This design comes from an exercise in tuning for small area, a short achievable clock period and few clock cycles on the open sky130 flow, not from production work.
At most, simulation tests tie the RTL to the original design; equivalence was not proved.
No activity file was given, so power comes from the tool's default toggle rates.

== the baseline ==
==> flow/design.v <==
module rx_framer (
    input  wire        clk,
    input  wire        rst,             
    input  wire        poll_valid,
    output reg         poll_ready,
    input  wire        poll_has_byte,   
    input  wire [7:0]  poll_byte,
    input  wire [31:0] poll_now,        
    output reg         resp_valid,
    output reg         resp_inact,      
    output reg         resp_frame_ok,   
    output reg         resp_crc_err,    
    output reg         fo_valid,
    output reg  [7:0]  fo_data
);
    localparam [7:0]  HEADER1     = 8'hAA;
    localparam [7:0]  HEADER2     = 8'h55;
    localparam [7:0]  TERMINATOR  = 8'h0D;
    localparam [7:0]  MAX_PAYLOAD = 8'd121;
    localparam [31:0] INACT_MS    = 32'd1500;
    localparam        NCH         = 121;    
    localparam [1:0]  MAXOUT      = 2'd3;   
    wire accept = poll_valid & poll_ready & ~rst;
    reg [31:0] t_last;
    always @(posedge clk)
        if (accept & poll_has_byte)
            t_last <= poll_now;
    wire [11:0] d_lo   = {1'b0, poll_now[10:0]} - {1'b0, t_last[10:0]};
    wire [20:0] t_hi1  = t_last[31:11] + 21'd1;
    wire        hi_eq0 = poll_now[31:11] == t_last[31:11];
    wire        hi_eq1 = poll_now[31:11] == t_hi1;
    wire        near   = (d_lo[11] ? hi_eq1 : hi_eq0) && (d_lo[10:0] <= INACT_MS[10:0]);
    reg       s0_v, s0_has, s0_e;
    reg [7:0] s0_b;
    reg       s0_h1, s0_h2, s0_ack, s0_len, s0_term;
    always @(posedge clk) begin
        s0_v    <= accept;
        s0_has  <= poll_has_byte;
        s0_e    <= ~near;
        s0_b    <= poll_byte;
        s0_h1   <= poll_byte == HEADER1;
        s0_h2   <= poll_byte == HEADER2;
        s0_ack  <= poll_byte[7:1] == 7'd0;
        s0_len  <= poll_byte <= MAX_PAYLOAD;
        s0_term <= poll_byte == TERMINATOR;
    end
    localparam [3:0] F_IDLE = 4'd0, F_SH1 = 4'd1, F_SH2 = 4'd2, F_SLEN = 4'd3,
                     F_PAY  = 4'd4, F_CLO = 4'd5, F_CHI = 4'd6, F_TERM = 4'd7,
                     F_DISC = 4'd8;
    reg [3:0] fst;
    reg [6:0] rem;           
    reg [6:0] len;           
    reg       ack;           
    reg [3:0] rm;            
    reg [2:0] pins;          
    reg       s1_v, s1_inact, s1_wr, s1_cload, s1_cstep, s1_clo, s1_chi, s1_done;
    reg [7:0] s1_b;
    wire      inact = s0_v && (fst != F_IDLE) && s0_e;
    wire [3:0] fst0 = inact ? F_IDLE : fst;
    reg [3:0] fst_n;
    reg       wr_n, cload_n, cstep_n, clo_n, chi_n, done_n;
    always @(*) begin
        fst_n   = fst0;
        wr_n    = 1'b0;
        cload_n = 1'b0;
        cstep_n = 1'b0;
        clo_n   = 1'b0;
        chi_n   = 1'b0;
        done_n  = 1'b0;
        if (s0_has) begin
            case (fst0)
                F_IDLE: if (s0_h1) fst_n = F_SH1;
                F_SH1:
                    if (s0_h2)      fst_n = F_SH2;
                    else if (s0_h1) fst_n = F_SH1;
                    else            fst_n = F_IDLE;
                F_SH2:
                    if (s0_ack)     fst_n = F_SLEN;
                    else if (s0_h1) fst_n = F_SH1;
                F_SLEN:
                    if (s0_len) begin
                        fst_n = (s0_b[6:0] == 7'd0) ? F_CLO : F_PAY;
                        cload_n = 1'b1;
                    end else if (s0_h1) fst_n = F_SH1;
                    else fst_n = F_IDLE;
                F_PAY: begin
                    if (rem == 7'd1) fst_n = F_CLO;
                    cstep_n = 1'b1; wr_n = 1'b1;
                end
                F_CLO: begin fst_n = F_CHI; clo_n = 1'b1; end
                F_CHI: begin fst_n = F_TERM; chi_n = 1'b1; end
                F_TERM:
                    if (s0_term) begin fst_n = F_IDLE; done_n = 1'b1; end
                    else fst_n = F_DISC;
                default:  
                    if (s0_h1) fst_n = F_SH1;
            endcase
        end
    end
    wire [6:0] lm1 = s0_b[6:0] - 7'd1;
    wire rem_load = s0_v && s0_has && fst0 == F_SLEN;
    wire rem_dec  = s0_v && s0_has && fst0 == F_PAY;
    always @(posedge clk) begin
        if (rst) begin
            fst  <= F_IDLE;
            s1_v <= 1'b0;
        end else begin
            s1_v <= s0_v;
            if (s0_v) begin
                fst <= fst_n;
                if (s0_has && fst0 == F_SH2) ack <= s0_b[0];
                if (s0_has && fst0 == F_SLEN) begin
                    len  <= s0_b[6:0];
                    rm   <= lm1[6:3] + {3'd0, lm1[2:0] != 3'd0};
                    pins <= 3'd0 - lm1[2:0];
                end
            end
        end
        s1_inact <= inact;
        s1_wr    <= s0_v & wr_n;
        s1_cload <= s0_v & cload_n;
        s1_cstep <= s0_v & cstep_n;
        s1_clo   <= s0_v & clo_n;
        s1_chi   <= s0_v & chi_n;
        s1_done  <= s0_v & done_n;
        s1_b     <= s0_b;
    end
    localparam [15:0] CRC_A0 = 16'hB06E, CRC_A1 = 16'h70AF;
    reg [15:0] crc;
    reg        crc_ok;
    reg [15:0] crc_step;
    integer k;
    always @(*) begin
        crc_step = (s1_cload ? (ack ? CRC_A1 : CRC_A0) : crc) ^ {8'h00, s1_b};
        for (k = 0; k < 8; k = k + 1)
            crc_step = crc_step[0] ? ((crc_step >> 1) ^ 16'hA001) : (crc_step >> 1);
    end
    always @(posedge clk) begin
        if (s1_cload | s1_cstep)
            crc <= crc_step;
        if (s1_clo)
            crc_ok <= (s1_b == crc[7:0]);
        if (s1_chi)
            crc_ok <= crc_ok & (s1_b == crc[15:8]);
    end
    reg [6:0] ph;                      
    wire oshift = ph[3];               
    reg [8*NCH-1:0] chain;
    integer i;
    always @(posedge clk)
        if (s1_wr | oshift) begin
            chain[7:0] <= s1_b;
            for (i = 1; i < NCH; i = i + 1)
                chain[8*i +: 8] <= (i < 8 && i <= pins) ? s1_b : chain[8*(i-1) +: 8];
        end
    wire r_v     = s1_v;
    wire r_inact = s1_inact;
    wire r_ok    = s1_done & crc_ok;
    wire r_err   = s1_done & ~crc_ok;
    reg [1:0] q_inact, q_ok, q_err;    
    reg [1:0] q_n;
    reg       busy;
    reg       pend_inact;
    reg [1:0] nout;                    
    wire q_ne = (q_n != 2'd0);
    wire src_v     = q_ne | r_v;
    wire src_inact = q_ne ? q_inact[0] : r_inact;
    wire src_ok    = q_ne ? q_ok[0]    : r_ok;
    wire src_err   = q_ne ? q_err[0]   : r_err;
    wire take  = ~busy & src_v;        
    wire pop   = take & q_ne;
    wire push  = r_v & (busy | q_ne);
    wire start = take & src_ok;
    wire [15:0] rsel = 16'd1 << rm;
    reg [7:0] ch_rd;
    integer g;
    always @(*) begin
        ch_rd = 8'h00;
        for (g = 0; g < 16; g = g + 1)
            ch_rd = ch_rd | (chain[64*g +: 8] & {8{rsel[g]}});
    end
    wire resp_n = busy ? ph[6] : (take & ~src_ok);
    always @(posedge clk) begin
        if (start)
            rem <= len;
        else if (oshift)
            rem <= rem - 7'd1;
        else if (rem_load)
            rem <= s0_b[6:0];
        else if (rem_dec)
            rem <= rem - 7'd1;
    end
    always @(posedge clk) begin
        if (rst) begin
            q_n        <= 2'd0;
            busy       <= 1'b0;
            ph         <= 7'd0;
            resp_valid <= 1'b0;
            fo_valid   <= 1'b0;
            nout       <= 2'd0;
            poll_ready <= 1'b1;
        end else begin
            if (pop) begin
                q_inact <= {1'b0, q_inact[1]};
                q_ok    <= {1'b0, q_ok[1]};
                q_err   <= {1'b0, q_err[1]};
            end
            if (push) begin
                if (q_n - {1'b0, pop} == 2'd0) begin
                    q_inact[0] <= r_inact; q_ok[0] <= r_ok; q_err[0] <= r_err;
                end else begin
                    q_inact[1] <= r_inact; q_ok[1] <= r_ok; q_err[1] <= r_err;
                end
            end
            q_n <= q_n + {1'b0, push} - {1'b0, pop};
            resp_valid <= resp_n;
            fo_valid   <= busy | start;
            if (busy) begin
                if (ph[3]) begin
                    if (rem == 7'd1) ph <= 7'b0010000;
                end else if (ph[2] && len == 7'd0) begin
                    ph <= 7'b0010000;
                end else begin
                    ph <= {ph[5:0], 1'b0};
                end
                if (ph[6]) busy <= 1'b0;
            end else if (start) begin
                busy       <= 1'b1;
                ph         <= 7'b0000001;
                pend_inact <= src_inact;
            end
            nout       <= nout + {1'b0, s0_v} - {1'b0, resp_n};
            poll_ready <= ({1'b0, nout} + {2'b0, s0_v} - {2'b0, resp_n} + {2'b0, poll_ready})
                          < {1'b0, MAXOUT};
        end
    end
    always @(posedge clk) begin
        if (busy) begin
            resp_inact    <= pend_inact;
            resp_frame_ok <= 1'b1;
            resp_crc_err  <= 1'b0;
        end else begin
            resp_inact    <= src_inact;
            resp_frame_ok <= 1'b0;
            resp_crc_err  <= src_err;
        end
        case (1'b1)
            ~busy:  fo_data <= HEADER1;
            ph[0]:  fo_data <= HEADER2;
            ph[1]:  fo_data <= {7'd0, ack};
            ph[2]:  fo_data <= {1'b0, len};
            ph[3]:  fo_data <= ch_rd;
            ph[4]:  fo_data <= crc[7:0];
            ph[5]:  fo_data <= crc[15:8];
            default: fo_data <= TERMINATOR;
        endcase
    end
endmodule
clock: 10.0 ns
lec_check: 0
cap_margin: 20
core_margin: 2
core_utilization: 50
cts_cluster_diameter: 150
cts_cluster_size: 25
setup_slack_margin: 5
slew_margin: 20
standard.sh (not shown) runs the stock make flow with config.mk's settings and CLKGATE_MAP_FILE= SYNTH_SCRIPT=/design/flow/synth_recipe.tcl, a recipe that flattens the netlist after the stock synthesis.
==> flow/flow/run.sh <==
#!/bin/bash
# The standard layout (standard synthesis, floorplan, placement, CTS,
# routing), with timing repair aiming below the clock period: repair_timing
# is asked for a setup margin of MARGIN ns at the design's own clock.
set -uo pipefail
MARGIN=${MARGIN:-6.7}
bash standard.sh SETUP_SLACK_MARGIN=$MARGIN finish > standard_flow.log 2>&1
diff inputs: the baseline => the candidate
diff --git a/flow/design.v b/flow/design.v
--- a/flow/design.v
+++ b/flow/design.v
@@ -24,20 +24,28 @@
     reg [31:0] t_last;
     always @(posedge clk)
         if (accept & poll_has_byte)
             t_last <= poll_now;
-    wire [11:0] d_lo   = {1'b0, poll_now[10:0]} - {1'b0, t_last[10:0]};
     wire [20:0] t_hi1  = t_last[31:11] + 21'd1;
-    wire        hi_eq0 = poll_now[31:11] == t_last[31:11];
-    wire        hi_eq1 = poll_now[31:11] == t_hi1;
-    wire        near   = (d_lo[11] ? hi_eq1 : hi_eq0) && (d_lo[10:0] <= INACT_MS[10:0]);
-    reg       s0_v, s0_has, s0_e;
+    wire [11:0] t_up   = {1'b0, t_last[10:0]} + 12'd1500;
+    wire [11:0] t_dn   = {1'b0, t_last[10:0]} - 12'd548;
+    wire        c_eq0  = poll_now[31:11] == t_last[31:11];
+    wire        c_eq1  = poll_now[31:11] == t_hi1;
+    wire        c_ge   = poll_now[10:0] >= t_last[10:0];
+    wire        c_up   = t_up[11] || poll_now[10:0] <= t_up[10:0];
+    wire        c_dn   = !t_dn[11] && poll_now[10:0] <= t_dn[10:0];
+    reg       s0_v, s0_has;
+    reg       s0_eq0, s0_eq1, s0_ge, s0_up, s0_dn;
     reg [7:0] s0_b;
     reg       s0_h1, s0_h2, s0_ack, s0_len, s0_term;
     always @(posedge clk) begin
         s0_v    <= accept;
         s0_has  <= poll_has_byte;
-        s0_e    <= ~near;
+        s0_eq0  <= c_eq0;
+        s0_eq1  <= c_eq1;
+        s0_ge   <= c_ge;
+        s0_up   <= c_up;
+        s0_dn   <= c_dn;
         s0_b    <= poll_byte;
         s0_h1   <= poll_byte == HEADER1;
         s0_h2   <= poll_byte == HEADER2;
         s0_ack  <= poll_byte[7:1] == 7'd0;
@@ -54,9 +62,10 @@
     reg [3:0] rm;            
     reg [2:0] pins;          
     reg       s1_v, s1_inact, s1_wr, s1_cload, s1_cstep, s1_clo, s1_chi, s1_done;
     reg [7:0] s1_b;
-    wire      inact = s0_v && (fst != F_IDLE) && s0_e;
+    wire      near  = (s0_eq0 & s0_ge & s0_up) | (s0_eq1 & ~s0_ge & s0_dn);
+    wire      inact = s0_v && (fst != F_IDLE) && !near;
     wire [3:0] fst0 = inact ? F_IDLE : fst;
     reg [3:0] fst_n;
     reg       wr_n, cload_n, cstep_n, clo_n, chi_n, done_n;
     always @(*) begin
==> results.txt <==
Per the comparison of the candidate with the baseline, via count of the routed design shrank by 1.4%; setup TNS held steady; switching component of the power shrank by 0.000020 W.
Taking the baseline as 1.0, the candidate lands at 1.13 on routed length on met3.
Sort the candidate and the baseline by portion of total power attributed to combinational logic desc -> top: the baseline
The higher count of flip-flops and latches of the candidate and the baseline is in the candidate.
The candidate falls short of the baseline in hold slack.
For count of placed standard cells including taps, the candidate and the baseline come out practically identical.
Testbench counts of the candidate, summed over its fixed seeds: cycles 13,352.
The RTL of the baseline was laid out without a check of its function.

## re-timing with driven ports
Ports are ideal in the flow. The routed layouts listed here were re-timed in OpenROAD. Step 1 assumes that a clkbuf_16 drives the clock port and a buf_2 every other input. Step 2 adds t to the input delays and takes it off the output delays; t is the mean of the earliest and latest rising clock arrival at the registers after step 1. Input paths then give back, and output paths get back, about the clock's delay inside the block. Three values: ideal, step 1, step 2; two values: the first two.
| run | shift t [ns] | slack for setup (ns) | slew at the worst register clock pin (ns) | worst slew at a driven data input, ns | cell pins on the clock port's net |
|---|---|---|---|---|---|
| the baseline | 0.696 | 6.487 / 6.525 / 5.829 | 0.11 / 0.11 | 0.05 | 1 |
| the candidate | 0.681 | 6.744 / 6.704 / 6.097 | 0.10 / 0.10 | 0.04 | 1 |
After both steps setup and hold are still met in every run listed. The setup slack of the baseline, which loses most, moves by +0.038 ns with the drivers and by -0.658 ns with both steps.
